This design comes from an exercise in tuning for small area on the open sky130 flow, not from production work. Function was checked by simulation only, so behaviour that the tests miss may differ from the original. The clock cells of runs 5 and 6 come from the design's own scripts or RTL, not from TritonCTS. The flow treats the clock pin as an ideal source. Dropping or thinning the clock tree relies on that and would not hold on a real chip. Power and IR drop assume default switching activity.

===== design/flow/design.v =====
module spi_mtc (
    input             clk,
    input             rst,
    input             cmd0_valid,
    input      [31:0] cmd0_word,
    output            cmd0_ready,
    output            rsp0_valid,
    output     [31:0] rsp0_word,
    input             cmd1_valid,
    input      [31:0] cmd1_word,
    output            cmd1_ready,
    output            rsp1_valid,
    output     [31:0] rsp1_word,
    output            cs_rtc,
    output            cs_sns,
    output            cs_lcd,
    output            lcd_rs,
    output            spi_cpol,
    output            spi_cpha,
    output     [3:0]  spi_clksel,
    output            sh_start,
    output     [7:0]  sh_tx,
    input             sh_done,
    input      [7:0]  sh_rx,
    output            mem_en,
    output            mem_we,
    output     [7:0]  mem_addr,
    output     [7:0]  mem_wdata,
    input      [7:0]  mem_rdata
);
    localparam [2:0] S_IDLE = 3'd0, S_PRE  = 3'd1, S_XMEM = 3'd2, S_WAIT = 3'd3,
                     S_XPOST = 3'd4, S_POST = 3'd5, S_RESP = 3'd6;
    reg        pend0, pend1;
    reg [27:0] Xn, Y;    
    wire [27:0] X = ~Xn;
    reg        sel, owner;
    reg [2:0]  st;
    reg [3:0]  dly;
    reg [5:0]  idx;
    reg        xf;       
    reg [1:0]  dev;
    reg        csel;
    reg        rs;
    reg        done;
    reg [7:0]  rxh;
    wire [3:0]  op = X[27:24];
    wire [7:0]  c  = X[23:16];
    wire [7:0]  a  = X[15:8];
    wire [7:0]  b  = X[7:0];
    wire        pend_x = sel ? pend1 : pend0;
    wire cz = ~|c, az = ~|a, bz = ~|b;
    wire op1  = (op == 4'd1);
    wire op2  = (op == 4'd2);
    wire op3  = (op == 4'd3);
    wire op4  = (op == 4'd4);
    wire op5  = (op == 4'd5);
    wire op6  = (op == 4'd6);
    wire op7  = (op == 4'd7);
    wire op8  = (op == 4'd8);
    wire op9  = (op == 4'd9);
    wire op10 = (op == 4'd10);
    wire op11 = (op == 4'd11);
    wire op12 = (op == 4'd12);
    wire op13 = (op == 4'd13);
    wire opblk = op3 | op4;
    wire legal = (op1 & cz) | (op2 & cz & bz) | opblk | op12 |
                 ((op5 | op7 | op8 | op11) & cz & az & bz) |
                 ((op6 | op9 | op10 | op13) & cz & az);
    wire owned = (st != S_IDLE);
    wire act   = owned & (sel == owner);
    wire in_pre   = act & (st == S_PRE);
    wire in_xpost = act & (st == S_XPOST);
    wire in_post  = act & (st == S_POST);
    wire in_resp  = act & (st == S_RESP);
    wire sns_last = (idx[1:0] == 2'd3);
    wire b_one    = (b == 8'd1);
    wire draw_dat = op12 & rs;
    wire need_mem = (op3 & xf) | draw_dat;
    wire line_end = draw_dat & (idx[3:0] == 4'd15);
    wire more_x   = ((op1 | op2 | op5) & ~xf) |
                    (opblk & (~xf | ~b_one)) |
                    (op8 & ~sns_last);
    wire more_t   = (op5 & (idx[1:0] != 2'd2)) |
                    (op11 & (idx[3:0] != 4'd8)) |
                    (op12 & ~(line_end & idx[5:4] == 2'd2));
    wire powering = op11 & ~xf;
    wire warm     = op8 & (idx[1:0] == 2'd1);
    wire go_x     = in_pre & csel & dly[2] & (~warm | dly[3]);
    wire shift    = (in_xpost & ((op5 & xf & (idx[1:0] != 2'd2)) | (op8 & ~sns_last))) |
                    (in_post & ~csel & dly[3] & line_end);
    wire incc     = in_xpost & ((opblk & xf) | draw_dat);
    wire decb     = in_xpost & opblk & xf;
    wire [7:0] bdec;
    wire [8:0] bw;
    assign bw[0] = 1'b1;
    wire [7:0] cinc;
    wire [8:0] cw;
    assign cw[0] = incc;
    wire [8:0] cq;
    assign cq[0] = 1'b0;
    genvar gi;
    generate
        for (gi = 0; gi < 8; gi = gi + 1) begin : g_ar
            assign bdec[gi]  = b[gi] ^ bw[gi];
            assign bw[gi+1]  = ~b[gi] & bw[gi];
            assign cinc[gi]  = c[gi] ^ cw[gi];
            assign cw[gi+1]  = c[gi] & cw[gi];
            assign cq[gi+1]  = (c[gi] & bdec[gi]) | ((c[gi] | bdec[gi]) & cq[gi]);
        end
    endgenerate
    wire c_gt240 = (&c[7:4]) & (|c[3:0]);
    wire a_gt240 = (&a[7:4]) & (|a[3:0]);
    wire b_gt240 = (&b[7:4]) & (|b[3:0]);
    wire b_gt4   = (|b[7:3]) | (b[2] & (b[1] | b[0]));
    wire bad = (opblk & (bz | cq[8])) |
               (op12 & (c_gt240 | a_gt240 | b_gt240)) |
               (op13 & b_gt4);
    wire ok  = legal & ~bad;
    wire bus = ok & ~op6 & ~op13;
    wire is_rtc = op1 | op2 | opblk | op5;
    wire is_sns = op7 | op8;
    wire is_lcd = op9 | op10 | op11 | op12;
    wire [2:0] jl = idx[2:0];
    wire [7:0] jd = {jl == 3'd7, jl == 3'd6, jl == 3'd5, jl == 3'd4,
                     jl == 3'd3, jl == 3'd2, jl == 3'd1, jl == 3'd0};
    wire [7:0] init_b = idx[3] ? 8'h06 :
        {1'b0,
         jd[3] | jd[4] | jd[5],
         jd[0] | jd[1] | jd[4] | jd[5],
         jd[0] | jd[1] | jd[2] | jd[3] | jd[5],
         jd[0] | jd[1] | jd[2] | jd[4] | jd[5] | jd[6],
         jd[2] | jd[3] | jd[4] | jd[5] | jd[6],
         jd[2] | jd[5],
         jd[0] | jd[1] | jd[3] | jd[5] | jd[7]};
    wire [7:0] tx_w =
        ({8{(op1 | op2 | opblk) & ~xf}} & {op[0], a[6:0]}) |
        ({8{op5 & ~xf}} & {6'd0, idx[1:0] == 2'd0, idx[1:0] == 2'd1}) |
        ({8{(op1 & xf) | op9 | op10}} & b) |
        ({8{op11}} & init_b) |
        ({8{op12}} & {2'b10, idx[5:4], 4'h0});
    wire sh_mem    = (st == S_XMEM);
    assign sh_start = (go_x & ~need_mem) | sh_mem;
    assign sh_tx    = sh_mem ? mem_rdata : tx_w;
    assign mem_en    = (go_x & need_mem) | (in_xpost & op4 & xf);
    assign mem_we    = (st == S_XPOST);
    assign mem_addr  = c;
    assign mem_wdata = rxh;
    wire [7:0]  bmod   = b ^ ({8{decb}} & bw[7:0]);
    wire [5:0] iinc;
    wire [6:0] iw;
    assign iw[0] = 1'b1;
    generate
        for (gi = 0; gi < 6; gi = gi + 1) begin : g_ii
            assign iinc[gi] = idx[gi] ^ iw[gi];
            assign iw[gi+1] = idx[gi] & iw[gi];
        end
    endgenerate
    wire [3:0] dinc = {dly[3] ^ (&dly[2:0]), dly[2] ^ (&dly[1:0]), dly[1] ^ dly[0], ~dly[0]};
    wire imm_rsp  = pend_x & ~bus & ~act;
    wire rsp_any  = imm_rsp | in_resp;
    assign rsp0_valid = rsp_any & ~sel;
    assign rsp1_valid = rsp_any & sel;
    assign cmd0_ready = ~pend0 | rsp0_valid;
    assign cmd1_ready = ~pend1 | rsp1_valid;
    wire acc0 = cmd0_valid & cmd0_ready;
    wire acc1 = cmd1_valid & cmd1_ready;
    assign cs_rtc = csel & (dev == 2'd0);
    assign cs_sns = ~(csel & (dev == 2'd1));
    assign cs_lcd = ~(csel & (dev == 2'd2));
    assign lcd_rs = rs;
    assign spi_cpol   = ~dev[0];
    assign spi_cpha   = ~dev[0];
    assign spi_clksel = 4'd0;
    wire busy = (st == S_WAIT);
    reg [9:0] cr;
    always @(*) begin
        case (b[2:0])
            3'd0:    cr = {dev, 6'd0, ~dev[0], ~dev[0]};
            3'd1:    cr = {8'd0, busy, done & ~busy};
            3'd2:    cr = {2'd0, rxh};
            3'd3:    cr = {6'd0, lcd_rs, cs_lcd, cs_sns, cs_rtc};
            default: cr = owned ? {2'd0, Y[27:24], 2'b00, owner, 1'b1} : 10'd0;
        endcase
    end
    wire [3:0] fh = b[7:4];
    wire [4:0] f1;
    wire [4:0] f2;
    wire [3:0] k1, k2;
    assign f1[0] = fh[0] ^ b[1];
    assign k1[0] = fh[0] & b[1];
    assign f1[1] = fh[1] ^ b[2] ^ k1[0];
    assign k1[1] = (fh[1] & b[2]) | ((fh[1] | b[2]) & k1[0]);
    assign f1[2] = fh[2] ^ b[3] ^ k1[1];
    assign k1[2] = (fh[2] & b[3]) | ((fh[2] | b[3]) & k1[1]);
    assign f1[3] = fh[3] ^ k1[2];
    assign f1[4] = fh[3] & k1[2];
    assign f2[0] = fh[0] ^ f1[2];
    assign k2[0] = fh[0] & f1[2];
    assign f2[1] = fh[1] ^ f1[3] ^ k2[0];
    assign k2[1] = (fh[1] & f1[3]) | ((fh[1] | f1[3]) & k2[0]);
    assign f2[2] = fh[2] ^ f1[4] ^ k2[1];
    assign k2[2] = (fh[2] & f1[4]) | ((fh[2] | f1[4]) & k2[1]);
    assign f2[3] = fh[3] ^ k2[2];
    assign f2[4] = fh[3] & k2[2];
    wire [7:0] fmt = {f2, f1[1:0], b[0]};
    wire [27:0] data =
        ({28{op2 & act}} & {20'd0, rxh}) |
        ({28{op5 & act}} & {4'd0, a, b, rxh}) |
        ({28{op8 & act}} & {c[5:0], a, b, rxh[7:2]}) |
        ({28{op6 & ok}}  & {20'd0, fmt}) |
        ({28{op13 & ok}} & {18'd0, cr});
    wire [31:0] rsp_word = {2'b00, ~act & legal & bad, ~act & ~legal, data};
    assign rsp0_word = rsp_word;
    assign rsp1_word = rsp_word;
    wire [27:0] w0 = {cmd0_word[31:28] & {4{cmd0_word[27:24] == 4'd0}}, cmd0_word[23:0]};
    wire [27:0] w1 = {cmd1_word[31:28] & {4{cmd1_word[27:24] == 4'd0}}, cmd1_word[23:0]};
    wire xs0 = sel & acc0;
    wire xs1 = ~sel & acc1;
    wire xh  = ~(xs0 | xs1);
    wire ys0 = ~sel & acc0;
    wire ys1 = sel & acc1;
    wire yh  = ~(ys0 | ys1);
    wire ysh = yh & shift;
    wire ym  = yh & ~shift;
    always @(posedge clk) begin
        Xn <= ~(({28{xs0}} & w0) | ({28{xs1}} & w1) | ({28{xh}} & Y));
        Y <= ({28{ys0}} & w0) | ({28{ys1}} & w1) |
             {{4{yh}} & op, ({24{ysh}} & {a, b, rxh}) | ({24{ym}} & {cinc, a, bmod})};
    end
    always @(posedge clk) begin
        if (rst) begin
            pend0 <= 1'b0;
            pend1 <= 1'b0;
        end else begin
            if (acc0) pend0 <= 1'b1;
            else if (rsp0_valid) pend0 <= 1'b0;
            if (acc1) pend1 <= 1'b1;
            else if (rsp1_valid) pend1 <= 1'b0;
        end
    end
    always @(posedge clk) begin
        dly <= dinc;
        if (rst) begin
            st   <= S_IDLE;
            sel  <= 1'b0;
            dev  <= 2'd3;
            csel <= 1'b0;
            rs   <= 1'b0;
            done <= 1'b0;
            rxh  <= 8'h00;
        end else begin
            sel <= ~sel;
            case (st)
                S_IDLE: begin
                    if (pend_x & bus) begin
                        owner <= sel;
                        idx   <= 6'd0;
                        xf    <= 1'b0;
                        dly   <= 4'd0;
                        dev   <= is_rtc ? 2'd0 : is_sns ? 2'd1 : 2'd2;
                        if (is_lcd) rs <= op10;
                        st    <= op7 ? S_RESP : S_PRE;
                    end
                end
                S_PRE: if (act) begin
                    if (~csel) begin
                        if (powering) begin
                            if (dly[3:1] == 3'b111) idx <= iinc;
                            if (idx[3:0] == 4'd10) begin
                                idx <= 6'd0;
                                xf  <= 1'b1;
                            end
                        end else begin
                            csel <= 1'b1;
                            dly  <= 4'd0;
                        end
                    end else if (go_x)
                        st <= need_mem ? S_XMEM : S_WAIT;
                end
                S_XMEM: st <= S_WAIT;
                S_WAIT: if (sh_done) begin
                    rxh <= sh_rx;
                    st  <= S_XPOST;
                end
                S_XPOST: if (act) begin
                    xf  <= 1'b1;
                    dly <= 4'd0;
                    if (op8) idx <= iinc;
                    st  <= more_x ? S_PRE : S_POST;
                end
                S_POST: if (act) begin
                    if (csel) begin
                        if (dly[2]) begin
                            csel <= 1'b0;
                            dly  <= 4'd0;
                        end
                    end else if (dly[3]) begin
                        if (more_t) begin
                            if (~op12 | rs) idx <= iinc;
                            if (op12) rs <= ~line_end;
                            xf <= op11;
                            st <= S_PRE;
                        end else
                            st <= S_RESP;
                    end
                end
                S_RESP: if (act) begin
                    done <= op1 | op3 | op9 | op11;
                    st   <= S_IDLE;
                end
                default: st <= S_IDLE;
            endcase
        end
    end
endmodule

===== design/flow/flow/run.sh =====
#!/bin/bash
# Standard ORFS layout with these changes:
#  - ports are buffered with the smallest buffer (buf_1)
#  - CTS inserts no dummy loads; extra CTS options come from flow/cts_extra
#  - after placement resizing, cells on paths with slack are sized down
#    (flow/recover.tcl)
# Each ORFS step keeps its own log under orfs/logs; make's output goes to
# orfs_make.log.
set -euo pipefail
W=$PWD
rm -rf "$W/scripts_abc"
cp -r "$FLOW_HOME/scripts" "$W/scripts_abc"
cp "$W/flow/abc.script" "$W/scripts_abc/abc_speed.script"
CTS="-sink_clustering_enable -repair_clock_nets -dont_use_dummy_load"
if [[ -f "$W/flow/cts_extra" ]]; then CTS="$CTS $(cat "$W/flow/cts_extra")"; fi
bash standard.sh \
  "SCRIPTS_DIR=$W/scripts_abc" \
  "BUFFER_PORTS_ARGS=-buffer_cell sky130_fd_sc_hd__buf_1" \
  "CTS_ARGS=$CTS" \
  "POST_RESIZE_TCL=$W/flow/recover.tcl" \
  finish > orfs_make.log 2>&1

===== design/flow/flow/cts_extra =====
-buf_list {sky130_fd_sc_hd__clkbuf_4 sky130_fd_sc_hd__clkbuf_8} -sink_clustering_size 20

===== design/flow/flow/recover.tcl =====
# Downsize cells on paths with positive slack (area recovery).
repair_timing -recover_power 100

===== design/flow/config.mk =====
export PLATFORM = sky130hd
export DESIGN_NAME = spi_mtc
export DESIGN_NICKNAME = spi_mtc
export VERILOG_FILES = /design/flow/design.v
export SDC_FILE = /design/flow/constraint.sdc
export NUM_CORES = 4
export LEC_CHECK = 0
export ABC_AREA = 0
export CAP_MARGIN = 20
export CORE_MARGIN = 2
export CORE_UTILIZATION = 40
export PLACE_DENSITY = 0.6
export SLEW_MARGIN = 20

===== design/flow/flow/abc.script =====
strash
&get -n
&st
&syn2
&dch -f
&nf -R 1000 -p -a -F 8 -C 32
&put
topo

===== design/flow/standard.sh =====
#!/bin/bash
# synth_recipe.tcl (not shown) runs the flow's synth.tcl, then flattens the netlist and writes it again
# the make line also repeats each setting of config.mk as NAME=value (left out here)
make -C /OpenROAD-flow-scripts/flow DESIGN_CONFIG=/design/flow/config.mk WORK_HOME=/design/flow/orfs CLKGATE_MAP_FILE= SYNTH_SCRIPT=/design/flow/synth_recipe.tcl "${@:-finish}"

===== design/flow/constraint.sdc =====
create_clock -name core_clock -period 8.0 [get_ports {clk}]
set_input_delay 1.6000 -clock core_clock [delete_from_list [all_inputs] [get_ports {clk}]]
set_output_delay 1.6000 -clock core_clock [all_outputs]
set_load 0.01 [all_outputs]

==> results of run 1 <==
per-layer routing:
metal  vias to the layer above  share of wire  global-route usage
met5                         -              0                   0
met4                         0          0.025               0.104
met3                        40          0.096              0.0558
met2                       399           0.45               0.443
met1                      3034           0.43               0.360
li1                       2967              -                   -
sequential cells by signal (all words and copies together), names as in the netlist, 2 cells and up:
| register | flops |
|---|---|
| Xn | 28 |
| Y | 28 |
| dly | 4 |
| idx | 6 |
| st | 3 |
| dev | 2 |
| rxh | 8 |
metrics by stage:
step	hold slack [ns]	instances	setup slack (ns)
detailed placement	0.385	1027	1.74
CTS	0.381	1036	1.71
floorplan	0.380	698	2.80
finish	0.390	1036	2.13
global route	0.404	1036	1.64
global placement	0.386	1027	2.74
cell families (layout without fill, tap and decap cells):
logic type,after synthesis,in the layout,share of synthesized area
AO/OA/AOI/OAI,258,258,0.319
AND/OR/NAND/NOR,214,214,0.174
flip-flops,87,87,0.319
buffers and inverters,78,236,0.0768
adder cells (fa/ha/maj),36,36,0.0840
XOR/XNOR,13,13,0.0199
multiplexers,4,4,0.00700
other,1,8,0.000656
cells in the mapped netlist, drive strengths merged, types with 8 or more instances:
library cell  number  area [um2]
nand2             54         203
buf               39         293
o21ai             45         225
a211oi            14         105
edfxtp             8         240
nand2b             9        56.3
ha                32         400
a22oi             13        97.6
xnor2             10        87.6
o22ai             18         113
a22o              24         210
nor3              11        55.1
a222oi            21         210
a32o               8        80.1
nand3             23         115
nor2b             14        87.6
a31oi              8        50.1
a21oi             53         265
dfxtp             79        1580
o221ai            16         140
clkinv            39         146
nor2              71         267
area by class of cell:
class                   instances  area [um2]  area share
multi-input cells             533        3510       0.536
flip-flops and latches         87        1820       0.278
repair buffers                188         722       0.110
well taps                     180         225      0.0344
inverters                      39         146      0.0223
clock buffers                   9         124      0.0189
power breakdown:
group          switching (mW)  internal, mW  leakage (nW)
Sequential              0.104         0.518         0.731
Clock                   0.152         0.101        0.0647
Combinational           0.260         0.170          1.49
worst paths after layout:
path	startpoint	endpoint	slack [ns]	cells after the start
max reg2reg	Xn[2]	Y[14]	2.13	21
min reg2reg	Y[4]	Xn[4]	0.39	1
min	Y[4]	Xn[4]	0.39	1
max	Xn[2]	Y[14]	2.13	21
==> run notes, run 1 <==
Seq/Total Area, Yosys 0.319; EDFF count, synth 8; P_leak 2.28 nW; Worst Max-Slew Pin Slew 1.05 ns; Max clock buf depth 2; Starting Density 0.410; area of the die 15,300 um2; worst path bufs/invs 1; commonest non-fill, non-tap cell in the layout buf_1; num rows 43; gpl congestion 0.940; post-CTS setup buffers 0; Worst Setup End Kind register; Post-Syn Area 5720 um2; Layout area overhead 14.6%; Max Clock Skew 0.0291 ns; clock root cell clkbuf_8; vias per cell 6.22; leading cell types in the layout, fill and taps excluded buf_1 (181), dfxtp_1 (79), nor2_1 (68); Post-route DRC 0; sequence of cells on the critical path and2_0 > ha_1 > ha_1 > ha_1 > ha_1 > xor2_1 > a22oi_1 > a21oi_1 > o21ai_0 > a21oi_1 > nand2_1 > nor3_1 > nor3_1 > nor2_1 > o21ai_0 > nand2_1 > nor2_2 > clkbuf_2 > or2_0 > nand2b_1 > o221ai_1; CP startpoint kind register; Wirelength per Cell 20.3 um; initial antenna violation count 0; drt pass-1 iters 6; family with the most delay on the worst path simple AND/OR/NAND/NOR gates; most frequent CP cell ha_1; area post-placement 6400 um2; port bufs 181; Crit path largest cell delay 0.72 ns; layout cell share with drive strength beyond 1 0.0269; CTS H-tree lvls 3; Pins Over Slew Limit 0; fmax 170 MHz; ant diodes 0; ys flop type dfxtp_1; Clock Sinks 87; CP max stage cell dfxtp_1; Final Cycle Share 0.734; overall power 1.30 mW; YS warnings 1; pin count of the biggest net entering global routing 31; initial DRC count 782; Nets 979; Post-CTS Hold Buffers 0; GRT Util Overall 0.274; post-layout minimum cycle time 5.87 ns; Synth cell types 51; Die Ht 124 um; power per cell area 199 nW/um2; Detail Route Antenna Nets 0; RSZ-0062 raised after global routing false; final wirelength 21,000 um; Final setup viols 0; Fillers 1,446; IO Pins 190; core footprint 13,900 um2; post-CTS sizing 0; first-pass GRT wire length 31,900 um; clock buffer count from CTS 9; maxcap violations 0; Clock Latency Late Sink 0.39 ns; endpoints failing hold 0; Synth Register Bits 87; total gr overflow 0; Worst-path clk slew 0.10 ns; Final Instance Area 6550 um2; CTS tree built; critical path peak fanout 30; Required @ worst endpoint 8.27 ns; Die W 124 um; status finished clean; vias in the first global route 5,908; ys async rst share 0; WP data arrival 6.15 ns; Mapped Cells 691; Fin Setup TNS 0 ns; DP HPWL 15,900 um; kind of critical path register to register; syn avg cell area 8.27 um2; Via Count 6,440; Peak supply drop 0.000102 V; fin util 0.470; Worst Hold Class register to register; relative max-transition margin 0.299
==> inputs of run 2 (changes only) <==
==> design/flow/flow/cts_extra (replaced) <==
-buf_list sky130_fd_sc_hd__clkbuf_8
==> run 2 against run 1 <==
Compared with the run above: critical endpoint unchanged; die area did not move; utilization did not move; synthesized cell count did not move.
==> run notes, run 2 <==
CP startpoint kind register; Fin Setup TNS 0 ns (unchanged); Worst Hold Class register to register; num rows 43 (unchanged); cell taking the most area after synthesis dfxtp_1; core footprint 13,900 um2 (unchanged); critical path peak fanout 30 (unchanged); ys flop type dfxtp_1; final cell count without fillers 1,036 (unchanged); Synth Register Bits 87 (unchanged); Worst Max-Slew Pin Slew 1.05 ns (unchanged); Top Registers Xn (28), Y (28), rxh (8); initial antenna violation count 0 (unchanged); Seq/Total Area, Yosys 0.319 (unchanged); Pins Over Slew Limit 0 (unchanged); power per cell area 199 nW/um2 (unchanged); Worst-path clk slew 0.10 ns (about the same); CTS tree built; ys async rst share 0 (unchanged); hold path endpoint Xn[4]; drt pass-1 iters 6 (unchanged); Crit path largest cell delay 0.72 ns (about the same); Die Ht 124 um (unchanged); Via Count 6,440 (unchanged); Layout area overhead 14.6% (unchanged); endpoints failing hold 0 (unchanged); Post-Syn Area 5720 um2 (unchanged); Clock Sinks 87 (unchanged); Reg-to-Reg End Y[14]; Hold Path Origin Y[4]; vias in the first global route 5,908 (unchanged); Wirelength per Cell 20.3 um (unchanged); leading cell types in the layout, fill and taps excluded buf_1 (181), dfxtp_1 (79), nor2_1 (68); maxcap violations 0 (unchanged); first-pass GRT wire length 31,900 um (unchanged); EDFF count, synth 8 (unchanged); IO Pins 190 (unchanged); Max Clock Skew 0.0291 ns (unchanged); worst r2r path cells 21 (unchanged); most frequent CP cell ha_1; Starting Density 0.410 (unchanged); Mapped Cells 691 (unchanged); Post-CTS Hold Buffers 0 (unchanged); initial DRC count 782 (unchanged); Worst Setup End Kind register; post-layout minimum cycle time 5.87 ns (unchanged); top post-synthesis cells by area dfxtp_1 (28%), ha_1 (7.0%), buf_4 (5.1%), nor2_1 (4.7%), a21oi_1 (4.6%); syn avg cell area 8.27 um2 (unchanged); depth of the worst hold-timing path 1 (unchanged); Worst R2R Setup Slack 2.13 ns (about the same); overall power 1.30 mW (unchanged); clock root cell clkbuf_8; Synth top cells by count dfxtp_1 (79), nor2_1 (71), nand2_1 (54); GRT Util Overall 0.274 (unchanged); Min Hold Slack 0.390 ns (unchanged); CP max stage cell dfxtp_1; Peak supply drop 0.000102 V (unchanged); area of the die 15,300 um2 (unchanged); DP HPWL 15,900 um (unchanged); dominant cell by count in the synthesized netlist dfxtp_1; Detail Route Antenna Nets 0 (unchanged); RSZ-0062 raised after global routing false; relative max-transition margin 0.299 (unchanged); post-CTS setup buffers 0 (unchanged); total gr overflow 0 (unchanged); Synth cell types 51 (unchanged); commonest non-fill, non-tap cell in the layout buf_1; post-CTS sizing 0 (unchanged); port bufs 181 (unchanged); sequence of cells on the critical path and2_0 > ha_1 > ha_1 > ha_1 > ha_1 > xor2_1 > a22oi_1 > a21oi_1 > o21ai_0 > a21oi_1 > nand2_1 > nor3_1 > nor3_1 > nor2_1 > o21ai_0 > nand2_1 > nor2_2 > clkbuf_2 > or2_0 > nand2b_1 > o221ai_1; status finished clean; layout cell share with drive strength beyond 1 0.0269 (unchanged); share of the synthesized area in the top cell type 0.277 (unchanged); final wirelength 21,000 um (unchanged); Nets 979 (unchanged); Die W 124 um (unchanged); ant diodes 0 (unchanged); Final setup viols 0 (unchanged); P_leak 2.28 nW (unchanged); gpl congestion 0.940 (unchanged); CTS H-tree lvls 3 (unchanged); Required @ worst endpoint 8.27 ns (about the same); WP data arrival 6.15 ns (about the same); Final Cycle Share 0.734 (unchanged); clock buffer count from CTS 9 (unchanged); vias per cell 6.22 (unchanged); Post-route DRC 0 (unchanged); pin count of the biggest net entering global routing 31 (unchanged); Clock Latency Late Sink 0.39 ns (about the same); reg-to-reg startpoint Xn[2]; Max clock buf depth 2 (unchanged); Fillers 1,446 (unchanged); dpl cells 1,027 (unchanged); fmax 170 MHz (unchanged); YS warnings 1 (unchanged); kind of critical path register to register
-- run 2: cell counts after synthesis --
Identical to the previous run, type by type.
-- run 2: cell type report --
cell class | count | area (um2) | area share
multi-input combinational | 533 | 3510 | 0.536
sequential | 87 | 1820 | 0.278
timing repair buffer | 188 | 722 | 0.110
tap | 180 | 225 | 0.0344
inverter | 39 | 146 | 0.0223
clock buffer | 9 | 124 | 0.0189
-- run 2: worst max path at each step --
| stage | start | to | slack (ns) | depth (start not counted) |
|---|---|---|---|---|
| 2_1_floorplan | Xn[0] | Xn[24] | 2.80 | 21 |
| 3_3_place_gp | Xn[1] | Y[7] | 2.74 | 23 |
| 3_5_place_dp | Xn[2] | Xn[27] | 1.74 | 22 |
| 4_1_cts | Xn[2] | Xn[27] | 1.71 | 22 |
| 5_1_grt | Xn[2] | Y[11] | 1.64 | 21 |
| 6_report | Xn[2] | Y[14] | 2.13 | 21 |
-- run 2: cells by family (layout without fill, tap and decap cells) --
family | count (synthesis) | count (layout) | share of synthesized area
xor+xnor | 13 | 13 | 0.0199
other cells | 1 | 8 | 0.000656
compound gates | 258 | 258 | 0.319
mux | 4 | 4 | 0.00700
fa+ha+maj | 36 | 36 | 0.0840
simple gates | 214 | 214 | 0.174
buf+inv | 78 | 236 | 0.0768
flops | 87 | 87 | 0.319
-- run 2: power by group --
| group | internal [mW] | leakage [nW] | switching, mW |
|---|---|---|---|
| clock network | 0.101 | 0.0647 | 0.152 |
| logic | 0.170 | 1.49 | 0.260 |
| registers | 0.518 | 0.731 | 0.104 |
| total | 0.789 | 2.28 | 0.516 |
-- run 2: metal layers --
metal  track usage  routed length, um
met3        0.0558               2030
met4         0.104                519
met1         0.360               8940
met5             0                  0
met2         0.443               9540
-- run 2: per-stage QoR --
step / area, um2 / utilization / worst slack, ns
6_report: 6550 / 0.470 / 2.13
5_1_grt: 6550 / 0.470 / 1.64
4_1_cts: 6530 / 0.468 / 1.71
3_5_place_dp: 6400 / 0.459 / 1.74
3_3_place_gp: 6420 / 0.461 / 2.74
2_1_floorplan: 5740 / - / 2.80
-- run 2: critical path: cells and delay by family, from the launching register on --
kind | cells | cell delay [ns]
AOI/OAI and AO/OA | 6 | 1.30
adders and majority gates | 4 | 0.74
xor gates and xnor gates | 1 | 0.18
buffers and inverters | 1 | 0.43
DFF | 1 | 0.72
and+or+nand+nor | 9 | 2.36
==> inputs of run 3 (changes only) <==
--- a/design/flow/design.v
+++ b/design/flow/design.v
@@ -30,5 +30,5 @@
 );
     localparam [2:0] S_IDLE = 3'd0, S_PRE  = 3'd1, S_XMEM = 3'd2, S_WAIT = 3'd3,
-                     S_XPOST = 3'd4, S_POST = 3'd5, S_RESP = 3'd6;
+                     S_XPOST = 3'd4, S_POST = 3'd5;
     reg        pend0, pend1;
     reg [27:0] Xn, Y;    
@@ -72,5 +72,4 @@
     wire in_xpost = act & (st == S_XPOST);
     wire in_post  = act & (st == S_POST);
-    wire in_resp  = act & (st == S_RESP);
     wire sns_last = (idx[1:0] == 2'd3);
     wire b_one    = (b == 8'd1);
@@ -87,4 +86,8 @@
     wire warm     = op8 & (idx[1:0] == 2'd1);
     wire go_x     = in_pre & csel & dly[2] & (~warm | dly[3]);
+    wire sel_evt  = in_pre & ~csel & ~powering;
+    wire desel_evt = in_post & csel & dly[2];
+    wire post_end = in_post & ~csel & dly[3];
+    wire in_resp  = post_end & ~more_t;
     wire shift    = (in_xpost & ((op5 & xf & (idx[1:0] != 2'd2)) | (op8 & ~sns_last))) |
                     (in_post & ~csel & dly[3] & line_end);
@@ -240,5 +243,5 @@
     end
     always @(posedge clk) begin
-        dly <= dinc;
+        dly <= (st == S_IDLE || st == S_WAIT || sel_evt || desel_evt) ? 4'd0 : dinc;
         if (rst) begin
             st   <= S_IDLE;
@@ -253,28 +256,23 @@
             case (st)
                 S_IDLE: begin
+                    idx <= 6'd0;
+                    xf  <= 1'b0;
                     if (pend_x & bus) begin
                         owner <= sel;
-                        idx   <= 6'd0;
-                        xf    <= 1'b0;
-                        dly   <= 4'd0;
                         dev   <= is_rtc ? 2'd0 : is_sns ? 2'd1 : 2'd2;
                         if (is_lcd) rs <= op10;
-                        st    <= op7 ? S_RESP : S_PRE;
+                        st    <= op7 ? S_POST : S_PRE;
                     end
                 end
-                S_PRE: if (act) begin
-                    if (~csel) begin
-                        if (powering) begin
-                            if (dly[3:1] == 3'b111) idx <= iinc;
-                            if (idx[3:0] == 4'd10) begin
-                                idx <= 6'd0;
-                                xf  <= 1'b1;
-                            end
-                        end else begin
-                            csel <= 1'b1;
-                            dly  <= 4'd0;
+                S_PRE: begin
+                    if (act & ~csel & powering) begin
+                        if (dly[3:1] == 3'b111) idx <= iinc;
+                        if (idx[3:0] == 4'd10) begin
+                            idx <= 6'd0;
+                            xf  <= 1'b1;
                         end
-                    end else if (go_x)
-                        st <= need_mem ? S_XMEM : S_WAIT;
+                    end
+                    if (sel_evt) csel <= 1'b1;
+                    if (go_x) st <= need_mem ? S_XMEM : S_WAIT;
                 end
                 S_XMEM: st <= S_WAIT;
@@ -285,15 +283,10 @@
                 S_XPOST: if (act) begin
                     xf  <= 1'b1;
-                    dly <= 4'd0;
                     if (op8) idx <= iinc;
                     st  <= more_x ? S_PRE : S_POST;
                 end
-                S_POST: if (act) begin
-                    if (csel) begin
-                        if (dly[2]) begin
-                            csel <= 1'b0;
-                            dly  <= 4'd0;
-                        end
-                    end else if (dly[3]) begin
+                S_POST: begin
+                    if (desel_evt) csel <= 1'b0;
+                    if (post_end) begin
                         if (more_t) begin
                             if (~op12 | rs) idx <= iinc;
@@ -301,12 +294,10 @@
                             xf <= op11;
                             st <= S_PRE;
-                        end else
-                            st <= S_RESP;
+                        end else begin
+                            done <= op1 | op3 | op9 | op11;
+                            st   <= S_IDLE;
+                        end
                     end
                 end
-                S_RESP: if (act) begin
-                    done <= op1 | op3 | op9 | op11;
-                    st   <= S_IDLE;
-                end
                 default: st <= S_IDLE;
             endcase
--- a/design/flow/flow/run.sh
+++ b/design/flow/flow/run.sh
@@ -14,4 +14,6 @@
 CTS="-sink_clustering_enable -repair_clock_nets -dont_use_dummy_load"
 if [[ -f "$W/flow/cts_extra" ]]; then CTS="$CTS $(cat "$W/flow/cts_extra")"; fi
+EXTRA=()
+if [[ -f "$W/flow/make_extra" ]]; then read -r -a EXTRA < "$W/flow/make_extra"; fi
 bash standard.sh \
   "SCRIPTS_DIR=$W/scripts_abc" \
@@ -19,3 +21,4 @@
   "CTS_ARGS=$CTS" \
   "POST_RESIZE_TCL=$W/flow/recover.tcl" \
+  "${EXTRA[@]}" \
   finish > orfs_make.log 2>&1
==> design/flow/flow/make_extra (new file) <==
SKIP_REPAIR_TIE_FANOUT=1
--- a/design/flow/config.mk
+++ b/design/flow/config.mk
@@ -9,5 +9,5 @@
 export CAP_MARGIN = 20
 export CORE_MARGIN = 2
-export CORE_UTILIZATION = 40
-export PLACE_DENSITY = 0.6
+export CORE_UTILIZATION = 65
+export PLACE_DENSITY = 0.8
 export SLEW_MARGIN = 20
==> run 3 against run 2 <==
Compared with the run above: still clean on timing, DRC and antenna; die area fell by 39%; sequential share of layout area rose by 1.2 points; combinational power fell by 23%; cell area fell by 4.0%; clock power fell by 5%; via count rose by 0.33%; synthesized cell count fell by 2.2%; critical path type unchanged.
==> run notes, run 3 <==
relative max-transition margin 0.232 (-0.0676); Sequential Area 1820 um2 (unchanged); initial antenna violation count 0 (unchanged); Mapped Cells 676 (-2.2%); Worst Max-Slew Pin Slew 1.14 ns (+0.0925 ns); Max Clock Skew 0.0278 ns (-0.00129 ns); pin count of the biggest net entering global routing 31 (unchanged); Final setup viols 0 (unchanged); RSZ-0062 raised after global routing false; ys async rst share 0 (unchanged); Fin Setup TNS 0 ns (unchanged); maxcap violations 0 (unchanged); Synth Register Bits 87 (unchanged); leading cell types in the layout, fill and taps excluded buf_1 (181), dfxtp_1 (79), nor2_1 (65); first-pass GRT wire length 30,500 um (-4.3%); Die W 96.7 um (-22%); fmax 164 MHz (-3.4%); IO Pins 190 (unchanged); Layout area overhead 12.6%; CTS tree built; Pins Over Slew Limit 0 (unchanged); Detail Route Antenna Nets 0 (unchanged); top post-synthesis cells by area dfxtp_1 (28%), ha_1 (6.9%), buf_4 (5.2%), a21oi_1 (5.2%), nor2_1 (4.4%); layout cell share with drive strength beyond 1 0.0228 (-0.00409); Nets 956 (-2.3%); Post-Syn Area 5580 um2 (-2.3%); EDFF count, synth 8 (unchanged); num rows 33 (-23%); Worst setup startpoint Xn[2]; Fillers 658 (-54%); footprint of the multi-input gates 3380 um2 (-3.9%); vias per cell 6.88 (+11%); Setup WS pre-CTS 1.65 ns (-0.0953 ns); power per cell area 186 nW/um2 (-6.6%); CTS H-tree lvls 3 (unchanged); initial DRC count 764 (-2.3%); area of the die 9350 um2 (-39%); drt pass-1 iters 9 (+3); share of the synthesized area in the top cell type 0.283 (+0.00663); cell taking the most area after synthesis dfxtp_1; Internal Power 740 uW (-6.1%); Final Cycle Share 0.760 (+0.0258); vias in the first global route 6,108 (+3.4%); Post-CTS Hold Buffers 0 (unchanged); Seq/Total Area, Yosys 0.326 (+0.00764); final wirelength 19,400 um (-7.9%); status finished clean; Synth top cells by count dfxtp_1 (79), nor2_1 (65), nand2_1 (62); Required @ worst endpoint 8.20 ns (-0.07 ns); post-CTS sizing 0 (unchanged); Worst-path clk slew 0.10 ns (about the same); Via Count 6,461 (+0.33%); Top Registers Xn (28), Y (28), rxh (8); Clock Latency Late Sink 0.36 ns (-0.03 ns); gpl congestion 0.960 (+2.2%); critical path peak fanout 30 (unchanged); endpoints failing hold 0 (unchanged); Worst Setup End Kind register; overall power 1.17 mW (-10%); kind of critical path register to register; Clock Sinks 87 (unchanged); ys flop type dfxtp_1; Clock Power Share 0.205 (+0.011); post-CTS setup buffers 0 (unchanged); Hold Path Origin Y[20]; total gr overflow 0 (unchanged); commonest non-fill, non-tap cell in the layout buf_1; dominant cell by count in the synthesized netlist dfxtp_1; Starting Density 0.676 (+0.266); Peak supply drop 0.000103 V (+1.1%); Worst Hold Class register to register; syn avg cell area 8.26 um2 (-0.17%); WP data arrival 6.28 ns (+0.13 ns); Synth cell types 54 (+5.9%); Die Ht 96.7 um (-22%); core footprint 8260 um2 (-41%); post-layout minimum cycle time 6.08 ns (+0.207 ns); switching share of total power 0.367 (-0.0286); clock buffer count from CTS 9 (unchanged); GRT Util Overall 0.398 (+0.123); P_leak 2.22 nW (-2.7%); Wirelength per Cell 20.6 um (+1.6%); Psw 429 uW (-17%); reg-to-reg startpoint Xn[2]; clock root cell clkbuf_8; port bufs 181 (unchanged); Flop pwr share 0.513 (+0.037); Post-route DRC 0 (unchanged); Max clock buf depth 2 (unchanged); DP HPWL 14,100 um (-11%); CP startpoint kind register; ant diodes 0 (unchanged); YS warnings 1 (unchanged); min setup slack post-route 1.92 ns (-0.207 ns); Comb power frac 0.282 (-0.048)
run 3: cells by family after synthesis:
logic type | after synthesis | share of synthesized area
fa+ha+maj | 37 | 0.0874
mux | 2 | 0.00359
xor+xnor | 13 | 0.0204
flops | 87 | 0.326
other cells | 1 | 0.000672
compound gates | 237 | 0.297
buf+inv | 69 | 0.0726
simple gates | 230 | 0.192
run 3: path summary, 6_finish.rpt:
kind                               end  slack [ns]  cells after the start
worst max-delay path             Y[16]        1.92                     22
worst min-delay path            Xn[20]        0.38                      1
worst max register to register   Y[16]        1.92                     22
worst min register to register  Xn[20]        0.38                      1
run 3: metrics by stage:
stage	util	instance area, um2	hold WS, ns	std cells
floorplan	-	5580	0.380	676
global placement	0.746	6160	0.383	930
detailed placement	0.745	6150	0.388	930
CTS	0.760	6270	0.374	939
global route	0.762	6290	0.394	939
finish	0.762	6290	0.375	939
run 3: worst max-delay path, stage by stage, from the launching register on:
cell	delay (ns)
dfxtp_1	0.75
and2_0	0.36
ha_1	0.23
ha_1	0.25
o22ai_1	0.17
o21ai_0	0.12
maj3_1	0.37
maj3_1	0.36
a21oi_1	0.13
o21ai_0	0.10
nand2_1	0.08
a21oi_1	0.08
nand2_1	0.21
nor3_1	0.06
nor3_1	0.19
nor2_1	0.10
o21ai_0	0.32
and3_1	0.21
clkbuf_2	0.59
or2_0	0.48
nor2_1	0.32
a222oi_1	0.30
o21ai_0	0.15
run 3: power groups by stage:
stage                     combinational, mW  clock [mW]  sequential, mW
after global routing                  0.363       0.252           0.608
after detailed placement              0.316           0           0.604
after floorplan                       0.222           0           0.571
after global placement                0.308           0           0.602
after CTS                             0.320       0.238           0.595
final                                 0.329       0.240           0.600
run 3: cell type report:
class / instances / area share
multi-input combinational: 520 / 0.537
inverter: 30 / 0.0179
sequential: 87 / 0.290
tap: 105 / 0.0209
timing repair buffer: 188 / 0.115
clock buffer: 9 / 0.0197
run 3: per-layer routing:
layer | up-vias | track usage | share of wire
met5 | - | 0 | 0
met2 | 480 | 0.668 | 0.48
met4 | 0 | 0.174 | 0.032
met1 | 3011 | 0.500 | 0.36
li1 | 2895 | - | -
met3 | 75 | 0.0723 | 0.12
==> inputs of run 4 (changes only) <==
--- a/design/flow/flow/run.sh
+++ b/design/flow/flow/run.sh
@@ -14,6 +14,4 @@
 CTS="-sink_clustering_enable -repair_clock_nets -dont_use_dummy_load"
 if [[ -f "$W/flow/cts_extra" ]]; then CTS="$CTS $(cat "$W/flow/cts_extra")"; fi
-EXTRA=()
-if [[ -f "$W/flow/make_extra" ]]; then read -r -a EXTRA < "$W/flow/make_extra"; fi
 bash standard.sh \
   "SCRIPTS_DIR=$W/scripts_abc" \
@@ -21,4 +19,3 @@
   "CTS_ARGS=$CTS" \
   "POST_RESIZE_TCL=$W/flow/recover.tcl" \
-  "${EXTRA[@]}" \
   finish > orfs_make.log 2>&1
--- a/design/flow/config.mk
+++ b/design/flow/config.mk
@@ -9,5 +9,5 @@
 export CAP_MARGIN = 20
 export CORE_MARGIN = 2
-export CORE_UTILIZATION = 65
-export PLACE_DENSITY = 0.8
+export CORE_UTILIZATION = 40
+export PLACE_DENSITY = 0.6
 export SLEW_MARGIN = 20
removed: design/flow/flow/make_extra
==> run 4 against run 3 <==
Compared with the run above: total power increased by 0.38%; largest power group unchanged; utilization decreased by 30 points; hold slack improved by 0.0048 ns; worst setup slack improved by 0.040 ns; still clean; critical path type is now register to output pin.
==> run notes, run 4 <==
first-pass GRT wire length 31,100 um (+1.9%); Post-CTS Hold Buffers 0 (unchanged); sequence of cells on the critical path and2_0 > ha_1 > ha_1 > o22ai_1 > o21ai_0 > maj3_1 > maj3_1 > a21oi_1 > o21ai_0 > nand2_1 > a21oi_1 > and3_1 > and2_0 > nand2_1 > o221ai_1 > buf_1; vias per cell 6.10 (-11%); YS warnings 1 (unchanged); Layout area overhead 14.7%; port bufs 181 (unchanged); leading cell types in the layout, fill and taps excluded buf_1 (181), dfxtp_1 (79), nor2_1 (64); vias in the first global route 5,756 (-5.8%); Worst Setup End Kind output pin; Starting Density 0.405 (-0.271); Die Ht 122 um (+26%); clock root cell clkbuf_8; drt pass-1 iters 7 (-2); CP startpoint kind register; status finished clean; fmax 166 MHz (+0.67%); Peak supply drop 0.0000835 V (-19%); min setup slack post-route 1.96 ns (+0.0404 ns); CTS tree built; Max Clock Skew 0.0402 ns (+0.0124 ns); initial DRC count 747 (-2.2%); layout cell share with drive strength beyond 1 0.0202 (-0.00259); pin count of the biggest net entering global routing 31 (unchanged); Seq/Total Area, Yosys 0.326 (unchanged); Fin Setup TNS 0 ns (unchanged); share of the synthesized area in the top cell type 0.283 (unchanged); Clock Sinks 87 (unchanged); GRT Util Overall 0.272 (-0.125); Wirelength per Cell 20.3 um (-1.4%); ys async rst share 0 (unchanged); Top Registers Xn (28), Y (28), rxh (8); final wirelength 20,800 um (+7.3%); post-CTS setup buffers 0 (unchanged); top post-synthesis cells by area dfxtp_1 (28%), ha_1 (6.9%), buf_4 (5.2%), a21oi_1 (5.2%), nor2_1 (4.4%); EDFF count, synth 8 (unchanged); syn avg cell area 8.26 um2 (unchanged); Synth top cells by count dfxtp_1 (79), nor2_1 (65), nand2_1 (62); clock buffer count from CTS 9 (unchanged); gpl congestion 0.943 (-1.8%); endpoints failing hold 0 (unchanged); P_leak 2.24 nW (+0.78%); Required @ worst endpoint 6.40 ns (-1.80 ns); commonest non-fill, non-tap cell in the layout buf_1; Synth cell types 54 (unchanged); Post-Syn Area 5580 um2 (unchanged); critical path peak fanout 19 (-37%); power per cell area 183 nW/um2 (-1.4%); Worst Max-Slew Pin Slew 1.10 ns (-0.0388 ns); Synth Register Bits 87 (unchanged); WP data arrival 4.44 ns (-1.84 ns); DP HPWL 15,200 um (+7.3%); core footprint 13,800 um2 (+67%); Mapped Cells 676 (unchanged); initial antenna violation count 0 (unchanged); Pins Over Slew Limit 0 (unchanged); Nets 964 (+0.84%); IO Pins 190 (unchanged); area of the die 14,900 um2 (+60%); cell taking the most area after synthesis dfxtp_1; kind of critical path register to output pin; Crit path largest cell delay 0.75 ns (about the same); RSZ-0062 raised after global routing false; Post-route DRC 0 (unchanged); ant diodes 0 (unchanged); ys flop type dfxtp_1; relative max-transition margin 0.263 (+0.0317); post-layout minimum cycle time 6.04 ns (-0.0404 ns); Max clock buf depth 2 (unchanged); Final Cycle Share 0.755 (-0.00505); Min Hold Slack 0.380 ns (+0.00479 ns); Via Count 6,232 (-3.5%); dominant cell by count in the synthesized netlist dfxtp_1; maxcap violations 0 (unchanged); final cell count without fillers 1,022 (+8.8%); Detail Route Antenna Nets 0 (unchanged); Final setup viols 0 (unchanged); overall power 1.17 mW (+0.38%); num rows 43 (+30%); Worst Hold Class register to register; CTS H-tree lvls 3 (unchanged); Clock Latency Late Sink 0.40 ns (+0.04 ns); post-CTS sizing 0 (unchanged); Die W 122 um (+26%); total gr overflow 0 (unchanged); CP max stage cell dfxtp_1; dpl cells 1,013 (+8.9%); Worst-path clk slew 0.08 ns (-0.02 ns); Setup WS pre-CTS 1.57 ns (-0.0761 ns)
[run 4: cell counts after synthesis]
Identical to the previous run, type by type.
[run 4: per-layer routing]
| layer | GRT usage | share of wire | vias up |
|---|---|---|---|
| met2 | 0.444 | 0.47 | 311 |
| li1 | - | - | 2902 |
| met5 | 0 | 0 | - |
| met1 | 0.357 | 0.42 | 2980 |
| met4 | 0.0920 | 0.021 | 0 |
| met3 | 0.0590 | 0.081 | 39 |
[run 4: area by class of cell]
cell class                 count  area [um2]
timing repair buffer         189         719
fill                        1445        7370
sequential                    87        1820
inverter                      30         113
clock buffer                   9         124
multi-input combinational    527        3400
tap                          180         225
[run 4: where the power goes]
part           switching [mW]  total [mW]  internal, mW
Clock                   0.147       0.248         0.101
Sequential             0.0941       0.601         0.507
Combinational           0.194       0.325         0.131
[run 4: logic make-up (layout without fill, tap and decap cells)]
family | count (synthesis) | after routing | synth area share
buf+inv | 69 | 228 | 0.0726
flops | 87 | 87 | 0.326
xor+xnor | 13 | 13 | 0.0204
compound gates | 237 | 237 | 0.297
fa+ha+maj | 37 | 37 | 0.0874
other cells | 1 | 8 | 0.000672
simple gates | 230 | 230 | 0.192
mux | 2 | 2 | 0.00359
[run 4: path summary, 6_finish.rpt]
check,startpoint,to,slack (ns),cells past startpoint
max,Xn[2],rsp1_word[9],1.96,16
min,Y[6],Xn[6],0.38,1
max reg2reg,Xn[2],Y[4],2.02,22
min reg2reg,Y[6],Xn[6],0.38,1
[run 4: worst max-delay path: cells and delay by family (launching register included)]
kind	cells	cell delay, ns
adders and majority gates	4	1.19
DFF	1	0.75
AOI/OAI and AO/OA	6	0.81
buffers and inverters	1	0.24
and+or+nand+nor	5	1.07
[run 4: stage by stage]
step           area, um2   util
2_1_floorplan       5610      -
3_3_place_gp        6290  0.457
3_5_place_dp        6260  0.455
4_1_cts             6390  0.464
5_1_grt             6400  0.465
6_report            6400  0.465
==> inputs of run 5 (changes only) <==
==> design/flow/flow/run.sh (replaced) <==
#!/bin/bash
# Standard ORFS layout with these changes:
#  - ports are buffered with the smallest buffer (buf_1)
#  - CTS inserts no dummy loads; extra CTS options come from flow/cts_extra;
#    with flow/clocktree.env present, flow/clocktree.tcl builds a small
#    balanced clock tree instead of TritonCTS
#  - extra make variables come from flow/make_extra
#  - after placement resizing, cells on paths with slack are sized down
#    (flow/recover.tcl)
# Each ORFS step keeps its own log under orfs/logs; make's output goes to
# orfs_make.log.
set -euo pipefail
W=$PWD
rm -rf "$W/scripts_abc"
cp -r "$FLOW_HOME/scripts" "$W/scripts_abc"
cp "$W/flow/abc.script" "$W/scripts_abc/abc_speed.script"
if [[ -f "$W/flow/clocktree.env" ]]; then
  # build the clock tree with flow/clocktree.tcl instead of TritonCTS
  set -a; source "$W/flow/clocktree.env"; set +a
  sed -i "s|^log_cmd clock_tree_synthesis {\*}\$cts_args|source $W/flow/clocktree.tcl|" "$W/scripts_abc/cts.tcl"
  grep -q "flow/clocktree.tcl" "$W/scripts_abc/cts.tcl"
fi
CTS="-sink_clustering_enable -repair_clock_nets -dont_use_dummy_load"
if [[ -f "$W/flow/cts_extra" ]]; then CTS="$CTS $(cat "$W/flow/cts_extra")"; fi
EXTRA=()
if [[ -f "$W/flow/make_extra" ]]; then read -r -a EXTRA < "$W/flow/make_extra"; fi
bash standard.sh \
  "SCRIPTS_DIR=$W/scripts_abc" \
  "BUFFER_PORTS_ARGS=-buffer_cell sky130_fd_sc_hd__buf_1" \
  "CTS_ARGS=$CTS" \
  "POST_RESIZE_TCL=$W/flow/recover.tcl" \
  "${EXTRA[@]}" \
  finish > orfs_make.log 2>&1
==> design/flow/flow/clocktree.env (new file) <==
CT_GROUPS=6
CT_BUF=sky130_fd_sc_hd__clkbuf_8
CT_ROOT=sky130_fd_sc_hd__clkbuf_4
==> design/flow/flow/clocktree.tcl (new file) <==
# A small balanced clock tree in place of TritonCTS: the flip-flops are split
# into CT_GROUPS groups by recursive bisection of their placement, and each
# group's clock pins are driven by one clock buffer (CT_BUF) placed at the
# group's centre; the clock port drives the group buffers' inputs.
set ct_groups [expr {[info exists ::env(CT_GROUPS)] ? $::env(CT_GROUPS) : 3}]
set ct_buf [expr {[info exists ::env(CT_BUF)] ? $::env(CT_BUF) : "sky130_fd_sc_hd__clkbuf_8"}]
set block [ord::get_db_block]
set db [ord::get_db]
set clk_src [lindex [get_property [lindex [all_clocks] 0] sources] 0]
set clknet [[$block findBTerm [get_name $clk_src]] getNet]
set sinks {}
foreach it [$clknet getITerms] {
  set inst [$it getInst]
  lassign [$inst getLocation] x y
  set m [$inst getMaster]
  lappend sinks [list $it [expr {$x + [$m getWidth] / 2}] [expr {$y + [$m getHeight] / 2}]]
}
puts "clocktree: [llength $sinks] sinks, $ct_groups groups of $ct_buf"
proc ct_split {items n} {
  if {$n <= 1} { return [list $items] }
  set xs [lmap s $items {lindex $s 1}]
  set ys [lmap s $items {lindex $s 2}]
  set dx [expr {[tcl::mathfunc::max {*}$xs] - [tcl::mathfunc::min {*}$xs]}]
  set dy [expr {[tcl::mathfunc::max {*}$ys] - [tcl::mathfunc::min {*}$ys]}]
  set k [expr {$dx >= $dy ? 1 : 2}]
  set sorted [lsort -integer -index $k $items]
  set n1 [expr {$n / 2}]
  set cut [expr {[llength $items] * $n1 / $n}]
  return [concat [ct_split [lrange $sorted 0 [expr {$cut - 1}]] $n1] \
                 [ct_split [lrange $sorted $cut end] [expr {$n - $n1}]]]
}
set master [$db findMaster $ct_buf]
set src_net $clknet
if {[info exists ::env(CT_ROOT)] && $::env(CT_ROOT) ne ""} {
  # one root buffer at the sinks' centre drives the group buffers
  set rmaster [$db findMaster $::env(CT_ROOT)]
  set sx 0; set sy 0
  foreach s $sinks { set sx [expr {$sx + [lindex $s 1]}]; set sy [expr {$sy + [lindex $s 2]}] }
  set rinst [odb::dbInst_create $block $rmaster "clkbuf_ct_root"]
  set src_net [odb::dbNet_create $block "clknet_ct_root"]
  $src_net setSigType CLOCK
  [$rinst findITerm A] connect $clknet
  [$rinst findITerm X] connect $src_net
  $rinst setLocation [expr {$sx / [llength $sinks] - [$rmaster getWidth] / 2}] [expr {$sy / [llength $sinks] - [$rmaster getHeight] / 2}]
  $rinst setPlacementStatus PLACED
}
set g 0
foreach grp [ct_split $sinks $ct_groups] {
  set sx 0; set sy 0
  foreach s $grp { set sx [expr {$sx + [lindex $s 1]}]; set sy [expr {$sy + [lindex $s 2]}] }
  set cx [expr {$sx / [llength $grp]}]
  set cy [expr {$sy / [llength $grp]}]
  set inst [odb::dbInst_create $block $master "clkbuf_ct_$g"]
  set net [odb::dbNet_create $block "clknet_ct_$g"]
  $net setSigType CLOCK
  foreach s $grp {
    set it [lindex $s 0]
    $it disconnect
    $it connect $net
  }
  [$inst findITerm A] connect $src_net
  [$inst findITerm X] connect $net
  $inst setLocation [expr {$cx - [$master getWidth] / 2}] [expr {$cy - [$master getHeight] / 2}]
  $inst setPlacementStatus PLACED
  puts "clocktree: group $g: [llength $grp] sinks, buffer at ($cx, $cy)"
  incr g
}
$clknet setSigType CLOCK
set_propagated_clock [all_clocks]
==> design/flow/flow/make_extra (new file) <==
SKIP_REPAIR_TIE_FANOUT=1
--- a/design/flow/config.mk
+++ b/design/flow/config.mk
@@ -9,5 +9,5 @@
 export CAP_MARGIN = 20
 export CORE_MARGIN = 2
-export CORE_UTILIZATION = 40
-export PLACE_DENSITY = 0.6
+export CORE_UTILIZATION = 55
+export PLACE_DENSITY = 0.7
 export SLEW_MARGIN = 20
==> run 5 against run 4 <==
Compared with the run above: cell area fell by 1.8%; total power fell by 2.1%; hold slack gained 0.014 ns; maximum frequency decreased by 1.1%; still clean; final cell count decreased by 5.6%; highest routed layer unchanged; utilization increased by 18 points; clock skew is 0.021 ns lower; largest power group unchanged.
==> run notes, run 5 <==
Comb power frac 0.286 (+0.009); Pins Over Slew Limit 0 (unchanged); top post-synthesis cells by area dfxtp_1 (28%), ha_1 (6.9%), buf_4 (5.2%), a21oi_1 (5.2%), nor2_1 (4.4%); Detail Route Antenna Nets 0 (unchanged); num rows 36 (-16%); overall power 1.15 mW (-2.1%); drt pass-1 iters 6 (-1); Setup WS pre-CTS 1.64 ns (+0.0651 ns); endpoints failing hold 0 (unchanged); Clock Power Share 0.190 (-0.021); first-pass GRT wire length 30,700 um (-1.2%); ant diodes 0 (unchanged); Final Instance Area 6290 um2 (-1.8%); vias per cell 6.58 (+7.9%); Min Hold Slack 0.395 ns (+0.0144 ns); min setup slack post-route 1.89 ns (-0.0688 ns); layout cell share with drive strength beyond 1 0.0216 (+0.00144); final wirelength 19,900 um (-4.0%); fin util 0.641 (+0.176); area of the die 11,000 um2 (-26%); total gr overflow 0 (unchanged); Mapped Cells 676 (unchanged); Worst-path clk slew 0.11 ns (+0.03 ns); power per cell area 183 nW/um2 (-0.33%); area post-placement 6190 um2 (-1.2%); YS warnings 1 (unchanged); DP HPWL 14,400 um (-5.4%); Synth top cells by count dfxtp_1 (79), nor2_1 (65), nand2_1 (62); Clock Latency Late Sink 0.48 ns (+0.08 ns); Die W 105 um (-14%); RSZ-0062 raised after global routing false; Fillers 969 (-33%); commonest non-fill, non-tap cell in the layout buf_1; Post-CTS Hold Buffers 0 (unchanged); Worst Setup End Kind output pin; Psw 437 uW (+0.45%); leading cell types in the layout, fill and taps excluded buf_1 (181), dfxtp_1 (79), nor2_1 (64); Via Count 6,349 (+1.9%); Seq/Total Area, Yosys 0.326 (unchanged); ys async rst share 0 (unchanged); Peak supply drop 0.000144 V (+73%); Max Clock Skew 0.0191 ns (-0.0211 ns); Die Ht 105 um (-14%); gpl congestion 0.994 (+5.5%); switching share of total power 0.380 (+0.00959); Internal Power 712 uW (-3.6%); initial antenna violation count 0 (unchanged); syn avg cell area 8.26 um2 (unchanged); Wirelength per Cell 20.7 um (+1.7%); share of the synthesized area in the top cell type 0.283 (unchanged); P_leak 2.21 nW (-1.5%); Fin Setup TNS 0 ns (unchanged); Worst Max-Slew Pin Slew 1.09 ns (-0.0193 ns); Worst Hold Class register to register; Synth Register Bits 87 (unchanged); Required @ worst endpoint 6.40 ns (about the same); port bufs 181 (unchanged); core footprint 9820 um2 (-29%); dpl cells 958 (-5.4%); relative max-transition margin 0.276 (+0.0129); Nets 954 (-1.0%); Flop pwr share 0.523 (+0.011); ys flop type dfxtp_1; Final setup viols 0 (unchanged); Starting Density 0.569 (+0.163); Post-route DRC 0 (unchanged); critical path peak fanout 19 (unchanged); kind of critical path register to output pin; maxcap violations 0 (unchanged); Synth cell types 54 (unchanged); initial DRC count 731 (-2.1%); status finished clean; fmax 164 MHz (-1.1%); WP data arrival 4.51 ns (+0.07 ns); post-layout minimum cycle time 6.11 ns (+0.0688 ns); cell taking the most area after synthesis dfxtp_1; Layout area overhead 12.7%; EDFF count, synth 8 (unchanged); final cell count without fillers 965 (-5.6%); IO Pins 190 (unchanged); post-CTS setup buffers 0 (unchanged); post-CTS sizing 0 (unchanged); Top Registers Xn (28), Y (28), rxh (8); Post-Syn Area 5580 um2 (unchanged); Final Cycle Share 0.764 (+0.00860); vias in the first global route 5,961 (+3.6%); CP startpoint kind register; GRT Util Overall 0.340 (+0.0676); pin count of the biggest net entering global routing 31 (unchanged); dominant cell by count in the synthesized netlist dfxtp_1
run 5: kinds of logic after synthesis:
group                    count (synthesis)  synth area share
adder cells (fa/ha/maj)                 37            0.0874
AND/OR/NAND/NOR                        230             0.192
buffers and inverters                   69            0.0726
flip-flops                              87             0.326
XOR/XNOR                                13            0.0204
other                                    1          0.000672
multiplexers                             2           0.00359
AO/OA/AOI/OAI                          237             0.297
run 5: worst paths after layout:
check,start,end,slack (ns),cells after the start
worst min register to register,Y[16],Xn[16],0.39,1
worst max register to register,Xn[2],Y[23],2.04,22
worst min-delay path,Y[16],Xn[16],0.39,1
worst max-delay path,Xn[2],rsp0_word[9],1.89,16
run 5: routing by layer:
| layer | up-vias | global-route usage | share of wire |
|---|---|---|---|
| met1 | 3017 | 0.459 | 0.40 |
| met5 | - | 0 | 0 |
| met4 | 0 | 0.0848 | 0.024 |
| met3 | 59 | 0.0337 | 0.096 |
| li1 | 2882 | - | - |
| met2 | 391 | 0.583 | 0.48 |
run 5: layout make-up:
| cell class | count | area, um2 | area share |
|---|---|---|---|
| plain buffers | 7 | 90.1 | 0.0143 |
| inverters | 30 | 113 | 0.0179 |
| multi-input cells | 520 | 3380 | 0.537 |
| flip-flops and latches | 87 | 1820 | 0.290 |
| well taps | 133 | 166 | 0.0264 |
| repair buffers | 188 | 721 | 0.115 |
run 5: power by group through the flow:
stage | combinational (mW) | clock [mW] | sequential, mW
global placement | 0.310 | 0 | 0.606
floorplan | 0.222 | 0 | 0.571
finish | 0.329 | 0.219 | 0.602
global route | 0.365 | 0.236 | 0.609
detailed placement | 0.319 | 0 | 0.607
CTS | 0.322 | 0.217 | 0.598
run 5: critical path, cell delays in order, from the launching register on:
cell,delay [ns]
dfxtp_1,0.77
and2_0,0.37
ha_1,0.24
ha_1,0.25
o22ai_1,0.14
o21ai_0,0.10
maj3_1,0.37
maj3_1,0.36
a21oi_1,0.12
o21ai_0,0.10
nand2_1,0.08
a21oi_1,0.08
and3_1,0.40
and2_0,0.25
nand2_1,0.08
o221ai_1,0.14
buf_1,0.19
==> inputs of run 6 (changes only) <==
--- a/design/flow/config.mk
+++ b/design/flow/config.mk
@@ -9,5 +9,5 @@
 export CAP_MARGIN = 20
 export CORE_MARGIN = 2
-export CORE_UTILIZATION = 55
-export PLACE_DENSITY = 0.7
+export CORE_UTILIZATION = 40
+export PLACE_DENSITY = 0.6
 export SLEW_MARGIN = 20
==> run 6 against run 5 <==
Compared with the run above: register-to-register slack lost 0.02 ns; synthesized area unchanged; final cell count up 5.1%; synthesized cell count unchanged; wire length up 2.7%; via count down 2.8%; clock skew down 0.00084 ns; first-iteration DRC count rose by 11%; global-route usage down 7.8 points; combinational power barely moved; sequential power about the same.
==> run notes, run 6 <==
GRT busiest layer met2; Seq/Total Area, Yosys 0.326 (unchanged); Post-route DRC 0 (unchanged); Peak supply drop 0.0000832 V (-42%); Worst Max-Slew Pin Slew 1.07 ns (-0.0122 ns); Synth cell types 54 (unchanged); Min Hold Slack 0.402 ns (+0.00778 ns); core footprint 13,800 um2 (+40%); Via Count 6,174 (-2.8%); post-CTS sizing 0 (unchanged); total gr overflow 0 (unchanged); maxcap violations 0 (unchanged); GRT Util Overall 0.262 (-0.0780); grt met3 use 0.0295 (-0.00419); initial antenna violation count 1 (+1); switching share of total power 0.376 (-0.00428); status finished clean; DP HPWL 15,100 um (+5.5%); dpl cells 1,006 (+5.0%); syn avg cell area 8.26 um2 (unchanged); port bufs 181 (unchanged); Worst-path clk slew 0.09 ns (-0.02 ns); num rows 43 (+19%); largest family of logic cells by synthesized area compound AO/OA/AOI/OAI gates; sequence of cells on the critical path and2_0 > ha_1 > a221oi_1 > o21ai_0 > maj3_1 > maj3_1 > a21oi_1 > o21ai_0 > nand2_1 > a21oi_1 > and3_1 > a222oi_1 > o21ai_0 > buf_1; Required @ worst endpoint 6.40 ns (about the same); post-CTS setup buffers 0 (unchanged); endpoints failing hold 0 (unchanged); Synth top cells by count dfxtp_1 (79), nor2_1 (65), nand2_1 (62); initial DRC count 811 (+11%); P_leak 2.21 nW (about the same); Post-Syn Area 5580 um2 (unchanged); compound-cell area share of the yosys netlist 0.297 (unchanged); EDFF count, synth 8 (unchanged); fmax 163 MHz (-0.73%); final wirelength 20,500 um (+2.7%); pin count of the biggest net entering global routing 31 (unchanged); area of the die 14,900 um2 (+36%); WP data arrival 4.55 ns (+0.04 ns); YS warnings 1 (unchanged); Sequential Area 1820 um2 (unchanged); kind of critical path register to output pin; Worst Setup End Kind output pin; relative max-transition margin 0.284 (+0.00811); worst path bufs/invs 1 (unchanged); power per cell area 179 nW/um2 (-1.8%); Crit path largest cell delay 0.79 ns (+0.02 ns); Die W 122 um (+17%); family with the most delay on the worst path compound AO/OA/AOI/OAI gates; Top Registers Xn (28), Y (28), rxh (8); global-route track usage on met1 0.355 (-0.104); Comb power frac 0.287 (about the same); Layout area overhead 13.8%; Final setup viols 0 (unchanged); first-pass GRT wire length 31,300 um (+1.7%); Final Cycle Share 0.769 (+0.00561); layout cell share with drive strength beyond 1 0.0192 (-0.00243); GR Layer Usage met2 0.451 (-0.132); Post-CTS Hold Buffers 0 (unchanged); Psw 429 uW (-1.9%); Clock Power Share 0.185 (-0.005); post-synthesis mux area share 0.00359 (unchanged); Synth Register Bits 87 (unchanged); post-layout minimum cycle time 6.15 ns (+0.0449 ns); dominant cell by count in the synthesized netlist dfxtp_1; IO Pins 190 (unchanged); Pins Over Slew Limit 0 (unchanged); Worst Hold Class register to register; share of the synthesized area in the top cell type 0.283 (unchanged); ys async rst share 0 (unchanged); Nets 955 (+0.10%); CP max stage cell dfxtp_1; Die Ht 122 um (+17%); Flop pwr share 0.528 (+0.005); most frequent CP cell o21ai_0; XOR/XNOR Fraction of Synth Area 0.0204 (unchanged); final cell count without fillers 1,014 (+5.1%); vias in the first global route 5,842 (-2.0%); Fillers 1,449 (+50%); commonest non-fill, non-tap cell in the layout buf_1; ys flop type dfxtp_1; Mapped Cells 676 (unchanged); RSZ-0062 raised after global routing false; footprint of the multi-input gates 3370 um2 (-0.22%); Fin Setup TNS 0 ns (unchanged); vias per cell 6.09 (-7.5%); Detail Route Antenna Nets 0 (unchanged); Wirelength per Cell 20.2 um (-2.3%); top post-synthesis cells by area dfxtp_1 (28%), ha_1 (6.9%), buf_4 (5.2%), a21oi_1 (5.2%), nor2_1 (4.4%); post-synthesis adder-cell area fraction 0.0874 (unchanged); leading cell types in the layout, fill and taps excluded buf_1 (181), dfxtp_1 (79), nor2_1 (65); drt pass-1 iters 6 (unchanged); Clock Latency Late Sink 0.46 ns (-0.02 ns); Starting Density 0.405 (-0.163); Post-Synth Simple-Gate Area 0.192 (unchanged); Internal Power 711 uW (-0.13%); critical path peak fanout 19 (unchanged); Max Clock Skew 0.0183 ns (-0.000840 ns); CP startpoint kind register; cell taking the most area after synthesis dfxtp_1; gpl congestion 0.892 (-10%)
[run 6: changes by cell type in the layout (fill, tap and decap cells not counted)]
cell / before / now
clkbuf_1: 1 / 2
nor3_2: 2 / 1
buf_4: 3 / 4
clkbuf_2: 3 / 2
nor2_2: 1 / 0
nor3_1: 15 / 16
nor2_1: 64 / 65
diode_2: 0 / 1
[run 6: kinds of logic (layout without fill, tap and decap cells)]
group           count (synthesis)  count (layout)
compound gates                237             237
simple gates                  230             230
flops                          87              87
buf+inv                        69             226
fa+ha+maj                      37              37
xor+xnor                       13              13
mux                             2               2
other cells                     1               2
[run 6: cell type report]
type | instances | area share
inverters | 30 | 0.0177
flip-flops and latches | 87 | 0.287
diodes | 1 | 0.000394
multi-input cells | 520 | 0.531
well taps | 180 | 0.0355
plain buffers | 7 | 0.0142
repair buffers | 189 | 0.114
[run 6: layer usage]
metal | wire (um) | vias to the layer above
met5 | 0 | -
met2 | 9790 | 287
met1 | 8770 | 2976
li1 | - | 2884
met3 | 1550 | 27
met4 | 370 | 0
[run 6: path summary, 6_finish.rpt]
path / cells after the start / to / from / slack (ns)
hold reg to reg: 1 / Xn[16] / Y[16] / 0.40
setup / recovery: 14 / rsp1_word[2] / Xn[2] / 1.85
setup reg to reg: 21 / Y[23] / Xn[2] / 2.02
hold / removal: 1 / Xn[16] / Y[16] / 0.40
[run 6: power groups by stage]
stage	registers (mW)	clock network [mW]	logic [mW]
after floorplan	0.571	0	0.222
after CTS	0.599	0.219	0.323
final	0.602	0.211	0.327
after detailed placement	0.608	0	0.319
after global placement	0.607	0	0.313
after global routing	0.610	0.234	0.363
[run 6: through the flow]
step                setup WS (ns)  area, um2   util  total power [mW]
floorplan                    2.95       5580      -             0.793
global placement             2.58       6270  0.455             0.920
CTS                          1.57       6330  0.460              1.14
finish                       1.85       6350  0.461              1.14
global route                 1.56       6350  0.461              1.21
detailed placement           1.62       6240  0.453             0.928

## what the ideal ports hide
Ports are ideal in the flow. The routed layouts listed here were re-timed in OpenROAD.
Step 1 (the two cells are an assumption about what drives the block):
set clk [get_ports {clk}]
set_driving_cell -lib_cell sky130_fd_sc_hd__clkbuf_16 $clk
set_driving_cell -lib_cell sky130_fd_sc_hd__buf_2 [delete_from_list [all_inputs] $clk]
Step 2, shift: input delay + t, output delay - t, t = (earliest + latest rising clock arrival at the registers) / 2. This alone moves slack from input paths to output paths.
a / b / c = ideal / step 1 / step 2; a / b = the first two.
run | t, ns | setup WS [ns] | worst setup path after step 2 | worst data-port slew with drivers (ns)
run 1 | 0.419 | 2.126 / 2.126 / 2.126 | register to register | 0.05
run 2 | 0.419 | 2.126 / 2.126 / 2.126 | register to register | 0.05
run 3 | 0.385 | 1.920 / 1.920 / 1.920 | register to register | 0.04
run 4 | 0.416 | 1.960 / 1.923 / 2.022 | register to register | 0.03
run 5 | 0.497 | 1.891 / 1.860 / 2.037 | register to register | 0.05
run 6 | 0.491 | 1.847 / 1.808 / 2.024 | register to register | 0.04
After both steps setup and hold are still met in every run listed.
